Background: an optimization exercise with open tools, aiming at small area. Do not read the settings as production practice. Only simulation tests tie the RTL to the original design; equivalence was not proved. Power and IR drop assume default switching activity.

## job 101
==> flow/design.v (excerpt) <==
module pidmc (
    input  wire        clk,
    input  wire        rst,         
    input  wire        start,
    input  wire        tick_fast,
    input  wire        tick_med,
    input  wire        tick_ctrl,
    input  wire        pulse,
    input  wire        ready,
    input  wire [15:0] adc,
    output wire [7:0]  duty,
    output wire        init_done,
    output wire        lcd_rs,
    output wire        lcd_rw,
    output wire        lcd_e,
    output wire [7:0]  lcd_d
);
For scale: about 710 cells after synthesis, about 5700 um^2 of cells after synthesis.
==> flow/config.mk <==
export PLATFORM = sky130hd
export DESIGN_NAME = pidmc
export DESIGN_NICKNAME = pidmc
export VERILOG_FILES = /design/flow/design.v
export SDC_FILE = /design/flow/constraint.sdc
export NUM_CORES = 4
export LEC_CHECK = 0
export CAP_MARGIN = 20
export CORE_MARGIN = 2
export CORE_UTILIZATION = 60
export SLEW_MARGIN = 20
==> flow/constraint.sdc <==
create_clock -name core_clock -period 100.0 [get_ports {clk}]
set_input_delay 20.0000 -clock core_clock [delete_from_list [all_inputs] [get_ports {clk}]]
set_output_delay 20.0000 -clock core_clock [all_outputs]
set_load 0.01 [all_outputs]
standard.sh (not shown) runs the stock make flow with config.mk's settings and CLKGATE_MAP_FILE= SYNTH_SCRIPT=/design/flow/synth_recipe.tcl, a recipe that flattens the netlist after the stock synthesis.
==> flow/flow/run.sh <==
#!/bin/bash
# Own layout flow:
#  1. the standard synthesis, unchanged;
#  2. an area re-mapping of its combinational logic by ABC: the flip-flops
#     and tie cells stay the same instances, names and cell types.  Two
#     chains of rounds are run from the standard netlist; in each round
#     every ABC script of the chain's list is applied to the current
#     netlist and the smallest result becomes the next round's input.  The
#     smallest netlist seen is used, and only if a formal equivalence check
#     against the standard netlist passes;
#  3. the standard layout, with the smallest buffer on the ports and a
#     clock tree of small clock buffers without dummy loads.
set -uo pipefail
R=orfs/results/sky130hd/pidmc/base
bash standard.sh synth > log_1_standard_synth.log 2>&1 || exit 1
cp $R/1_2_yosys.v std_synth.v
mkdir -p reopt
best_area=""
echo "re-mapping rounds" > reopt_status.txt

run_chain() {  # chain name, script list, number of rounds
  local chain=$1 list=$2 rounds=$3 round k S f a ra rb
  cp std_synth.v reopt/cur.v
  for round in $(seq 1 $rounds); do
    k=0
    while read -r S; do
      S=$(printf '%s' "$S" | sed 's/[&#\\]/\\&/g')
      sed -e "s#@SCRIPT@#$S#" -e "s#std_synth.v#reopt/cur.v#" \
          -e "s#reopt_after.txt#reopt/after_${chain}${round}_$k.txt#" \
          -e "s#reopt_before.txt#reopt/before_${chain}${round}_$k.txt#" \
          -e "s#reopt.v#reopt/net_${chain}${round}_$k.v#" flow/reopt.ys > reopt/r_${chain}${round}_$k.ys
      timeout 600 yosys -s reopt/r_${chain}${round}_$k.ys > reopt/log_yosys_${chain}${round}_$k.log 2>&1 &
      k=$((k+1))
      if (( k % 8 == 0 )); then wait; fi
    done < $list
    wait
    rb=""; ra=""
    for f in reopt/after_${chain}${round}_*.txt; do
      a=$(grep "Chip area" $f 2>/dev/null | awk '{print $NF}')
      [ -n "$a" ] || continue
      if [ -z "$ra" ] || awk "BEGIN{exit !($a < $ra)}"; then ra=$a; rb=${f#reopt/after_}; rb=${rb%.txt}; fi
    done
    [ -n "$rb" ] || break
    echo "chain $chain round $round: best $rb area $ra" >> reopt_status.txt
    cp reopt/net_$rb.v reopt/cur.v
    if [ -z "$best_area" ] || awk "BEGIN{exit !($ra < $best_area)}"; then
      best_area=$ra; cp reopt/net_$rb.v reopt.v
    fi
  done
}
run_chain a flow/abc_scripts_a.txt 12
run_chain b flow/abc_scripts_b.txt 12

echo "best area $best_area" >> reopt_status.txt
if [ -n "$best_area" ] && yosys -s flow/eq.ys > log_3_equiv_yosys.log 2>&1; then
  cp reopt.v $R/1_2_yosys.v
  echo "re-mapped netlist used" >> reopt_status.txt
else
  echo "re-mapping or equivalence failed; standard netlist used" >> reopt_status.txt
fi
rm -f $R/1_synth.odb $R/1_synth.sdc
export BUFFER_PORTS_ARGS="-buffer_cell sky130_fd_sc_hd__buf_1"
export CTS_ARGS="-sink_clustering_enable -repair_clock_nets -buf_list sky130_fd_sc_hd__clkbuf_4 -dont_use_dummy_load"
bash standard.sh finish > log_4_standard_layout.log 2>&1
Other scripts of this flow, unchanged in this note and not shown: flow/flow/abc_scripts_a.txt, flow/flow/abc_scripts_b.txt, flow/flow/eq.ys, flow/flow/reopt.ys
The inputs of job 102 differ from those of job 101 as listed below.
-- flow/design.v --
<<< job 101, line 72
    reg [2:0]  hpc_med;
    reg [1:0]  hpc_fast;
    reg [5:0]  cursor;        
    reg [5:0]  pa;
    reg [3:0]  pc3, pc2, pc1;
>>> job 102, line 72
    reg [2:0]  hpc_med;
    reg [1:0]  hpc_fast;
    reg [4:0]  cursor;
    reg [5:0]  pa;
    reg [3:0]  pc3, pc2, pc1;
<<< job 101, line 155
    wire [6:0] tmpl    = template_char(cursor[4:0]);
    wire [6:0] fb_char = {tmpl[6:4], (cursor[3:2] == 2'b11) ? dig : tmpl[3:0]};
    wire [5:0] cursor_inc = inc6(cursor, 1'b1);
    function [6:0] sched_cmd_f(input [4:0] i);
        sched_cmd_f = {
>>> job 102, line 155
    wire [6:0] tmpl    = template_char(cursor[4:0]);
    wire [6:0] fb_char = {tmpl[6:4], (cursor[3:2] == 2'b11) ? dig : tmpl[3:0]};
    function [6:0] sched_cmd_f(input [4:0] i);
        sched_cmd_f = {
<<< job 101, line 178
    wire       cursor_up  = (run_med & (hpc_med == S_CHARW) & ts_idle) |
                            (run_fast & (hpc_fast == S_TICK) & ~init_done_r);
    wire [5:0] cursor_next = cursor_clr ? 6'd0 : inc6(cursor, cursor_up);
    wire [6:0] word = !init_done_r ? sched_cmd :
                      cursor[5]    ? 7'h02 :
                      hpc_med[1]   ? 7'h40 : fb_char;
    wire init_done_set = run_fast && hpc_fast == S_CMDW && ts_idle && init_last;
>>> job 102, line 177
    wire       cursor_up  = (run_med & (hpc_med == S_CHARW) & ts_idle) |
                            (run_fast & (hpc_fast == S_TICK) & ~init_done_r);
    wire [4:0] cursor_next = cursor_clr ? 5'd0 : inc6({1'b0, cursor}, cursor_up);
    wire       at32 = (cursor == 5'd0) & lcd_rs;
    wire [6:0] word = !init_done_r ? sched_cmd :
                      at32         ? 7'h02 :
                      hpc_med[1]   ? 7'h40 : fb_char;
    wire init_done_set = run_fast && hpc_fast == S_CMDW && ts_idle && init_last;
<<< job 101, line 221
            ck          <= 2'd0;
            bg_started  <= 1'b0;
        end else begin
            duty_r <= duty_next;
>>> job 102, line 221
            ck          <= 2'd0;
            bg_started  <= 1'b0;
            m3          <= 4'd0;
            m2          <= 4'd0;
            m1          <= 4'd0;
            m0          <= 1'b0;
            c3          <= 1'b0;
            c2          <= 4'd0;
            c1          <= 4'd0;
            c0          <= 4'd0;
        end else begin
            duty_r <= duty_next;
<<< job 101, line 241
                    end
                end else begin
                    if (cq == Q_RETC) ck <= 2'd0;
                end
>>> job 102, line 249
                    end
                end else begin
                    if (fmt) begin
                        case (cq[4:0])
                            5'd12: c3 <= (r >= 12'd4093);
                            5'd13: c2 <= r_dig;
                            5'd14: c1 <= r_dig;
                            5'd15: c0 <= r_dig;
                            5'd28: m3 <= t3;
                            5'd29: m2 <= t2;
                            5'd30: m1 <= t1;
                            5'd31: m0 <= t0;
                            default: ;
                        endcase
                    end
                    if (cq == Q_RETC) ck <= 2'd0;
                end
<<< job 101, line 285
        cursor <= cursor_next;
        cq     <= cq_next;
        if (!bg_started) begin
            m3 <= 4'd0;
            m2 <= 4'd0;
            m1 <= 4'd0;
            m0 <= 1'b0;
            c3 <= 1'b0;
            c2 <= 4'd0;
            c1 <= 4'd0;
            c0 <= 4'd0;
        end else if (run_ctrl && fmt) begin
            case (cq[4:0])
                5'd12: c3 <= (r >= 12'd4093);
                5'd13: c2 <= r_dig;
                5'd14: c1 <= r_dig;
                5'd15: c0 <= r_dig;
                5'd28: m3 <= t3;
                5'd29: m2 <= t2;
                5'd30: m1 <= t1;
                5'd31: m0 <= t0;
                default: ;
            endcase
        end
        if (pulses_op || !init_done_r) begin
            pa  <= 6'd0;
>>> job 102, line 306
        cursor <= cursor_next;
        cq     <= cq_next;
        if (pulses_op || !init_done_r) begin
            pa  <= 6'd0;
<<< job 101, line 347
                S_SEL: begin
                    if (!init_done_r)         hpc_med <= S_RETM;
                    else if (cursor == 6'd32) hpc_med <= S_HOME;
                    else if (cursor == 6'd16) hpc_med <= S_LINE2;
                    else                      hpc_med <= S_CHAR;
                end
>>> job 102, line 346
                S_SEL: begin
                    if (!init_done_r)         hpc_med <= S_RETM;
                    else if (at32)            hpc_med <= S_HOME;
                    else if (cursor == 5'd16) hpc_med <= S_LINE2;
                    else                      hpc_med <= S_CHAR;
                end
[summary]
Diff job 102 and job 101: part of the total power dissipated in combinational logic higher in job 102
Job 102 against job 101: minimum period implied by the final worst setup slack has decreased; minimum hold slack has increased; instance count of the mapped netlist has decreased; switching part of the total has increased; layout cell share with drive strength beyond 1 has increased.
Of job 102 and job 101, the run reporting the higher global placer's final weighted congestion was job 101.
As of job 102, final design instance area without fill had risen slightly compared to job 101.
Going from job 101 to job 102, post-synthesis instance area grew slightly.
Job 102 reports a lower number of vias per cell than job 101 does.
Job 102 vs. job 101: die area saw an increase, achievable clock frequency has remained practically unchanged, post-route total power rose 0.0069 mW.
Sort job 102 and job 101 by clock group share of total power desc -> top: job 101

---

Another version of the RTL of pidmc (not shown whole).
For scale: ~730 cells after synthesis, about 44 I/O pins, ~0.0057 mm^2 of cells after synthesis.
export LEC_CHECK = 0
export CAP_MARGIN = 20
export CORE_MARGIN = 2
export CORE_UTILIZATION = 60
export SLEW_MARGIN = 20
create_clock -name core_clock -period 100.0 [get_ports {clk}]
Scripts as last shown in full above: flow/flow/run.sh
Other scripts of this flow, unchanged in this note and not shown: flow/flow/abc_scripts_a.txt, flow/flow/abc_scripts_b.txt, flow/flow/eq.ys, flow/flow/reopt.ys
The starting point passed the timing, design-rule and antenna checks.
Next try:
--- a/flow/design.v
+++ b/flow/design.v
@@ -10,22 +10,22 @@
     input  wire [15:0] adc,
     output wire [7:0]  duty,
     output wire        init_done,
     output wire        lcd_rs,
     output wire        lcd_rw,
     output wire        lcd_e,
     output wire [7:0]  lcd_d
 );
-    localparam [1:0] TS_IDLE = 2'd0, TS_SETUP = 2'd1, TS_EHI = 2'd2, TS_SETTLE = 2'd3;
+    localparam [1:0] TS_IDLE = 2'd0, TS_SETUP = 2'd1, TS_EHI = 2'd3, TS_SETTLE = 2'd2;
     localparam [6:0] Q_TARGET = 7'd27, Q_PULSES = 7'd29, Q_CSEXIT = 7'd30,
                      Q_RETC = 7'd65, Q_DIVEND = 7'd99;
     localparam [2:0] S_SEL = 3'd0, S_HOME = 3'd1, S_HOMEW = 3'd2, S_LINE2 = 3'd3,
                      S_LINE2W = 3'd4, S_CHAR = 3'd5, S_CHARW = 3'd6, S_RETM = 3'd7;
-    localparam [1:0] S_TICK = 2'd0, S_CMD = 2'd1, S_CMDW = 2'd3, S_RETF = 2'd2;
+    localparam [1:0] S_TICK = 2'd0, S_CMD = 2'd1, S_CMDW = 2'd2, S_RETF = 2'd3;
     function [6:0] template_char(input [4:0] i);
         template_char = {
             (i[0] & ~i[3]) | (~i[2] & ~i[3]) | (~i[1] & ~i[3]) | (~i[1] & ~i[2]),
             (i[1] & i[3]) | (~i[0] & i[1] & i[2]) | (i[2] & i[3]),
             (i[0] & i[1] & i[2]) | (~i[0] & ~i[2] & ~i[3] & ~i[4]) | (i[2] & i[3]) | (i[0] & i[2] & ~i[4]) | (i[1] & ~i[2] & ~i[3] & i[4]) | (~i[0] & ~i[1] & i[3]),
             (i[0] & ~i[1] & i[2] & i[4]) | (i[0] & ~i[1] & i[3]) | (~i[0] & i[1] & i[3]),
             (~i[0] & i[1] & i[3]) | (i[0] & ~i[1] & i[3]) | (~i[0] & i[1] & ~i[2] & i[4]) | (~i[0] & ~i[1] & ~i[3] & ~i[4]) | (i[0] & i[1] & ~i[2] & ~i[3]) | (i[0] & ~i[1] & i[2]),
             (i[0] & i[1] & i[2]) | (i[0] & ~i[1] & ~i[2] & ~i[3] & i[4]) | (i[1] & ~i[2] & ~i[3] & ~i[4]),
Effect: The changed run went through all stages and came out clean; fmax increases slightly; first-iteration DRC count decreases by about a fifth; non-clock buffer count decreases by 2; worst setup slack is better by 260 ps; via count decreases slightly; synthesized area barely changes; routed wire length decreases by a few percent; power increases by a few percent; hold slack is better by 21 ps; die area stays flat; final area hardly moves; global-route usage decreases by 1.1 points; critical path depth decreases by 13; sequential power stays flat.

[afterwards: timing with drivers on the ports]
In the flow no input, the clock included, has a driving cell. The finished layouts below were timed again as built, in two steps.
Step 1 sets driving cells, clkbuf_16 on the clock port and buf_2 on the other inputs (assumed; they add their load-dependent delay and slew).
Step 2 also shifts input and output timing later by t, the mid clock arrival at the registers, as if the neighbouring blocks saw the same clock.
Three values: no drivers, after step 1, after step 2; two values: the first two.
run | shift t [ns] | setup slack, ns | worst setup path at the end | latest minus earliest clock arrival (ns) | worst slew at a driven data input, ns
job 101 | 0.536 | 77.766 / 77.778 / 77.243 | input to register | 0.037 / 0.037 | 0.04
job 102 | 0.514 | 77.804 / 77.816 / 77.302 | input to register | 0.047 / 0.047 | 0.03
the first run of note 2 | 0.546 | 77.866 / 77.880 / 77.334 | input to register | 0.052 / 0.052 | 0.04
the second run of note 2 | 0.500 | 78.127 / 78.095 / 77.655 | input to register | 0.054 / 0.054 | 0.03
After both steps setup and hold are still met in every run listed. The setup slack of the first run of note 2, which loses most, moves by +0.014 ns with the drivers and by -0.532 ns with both steps.
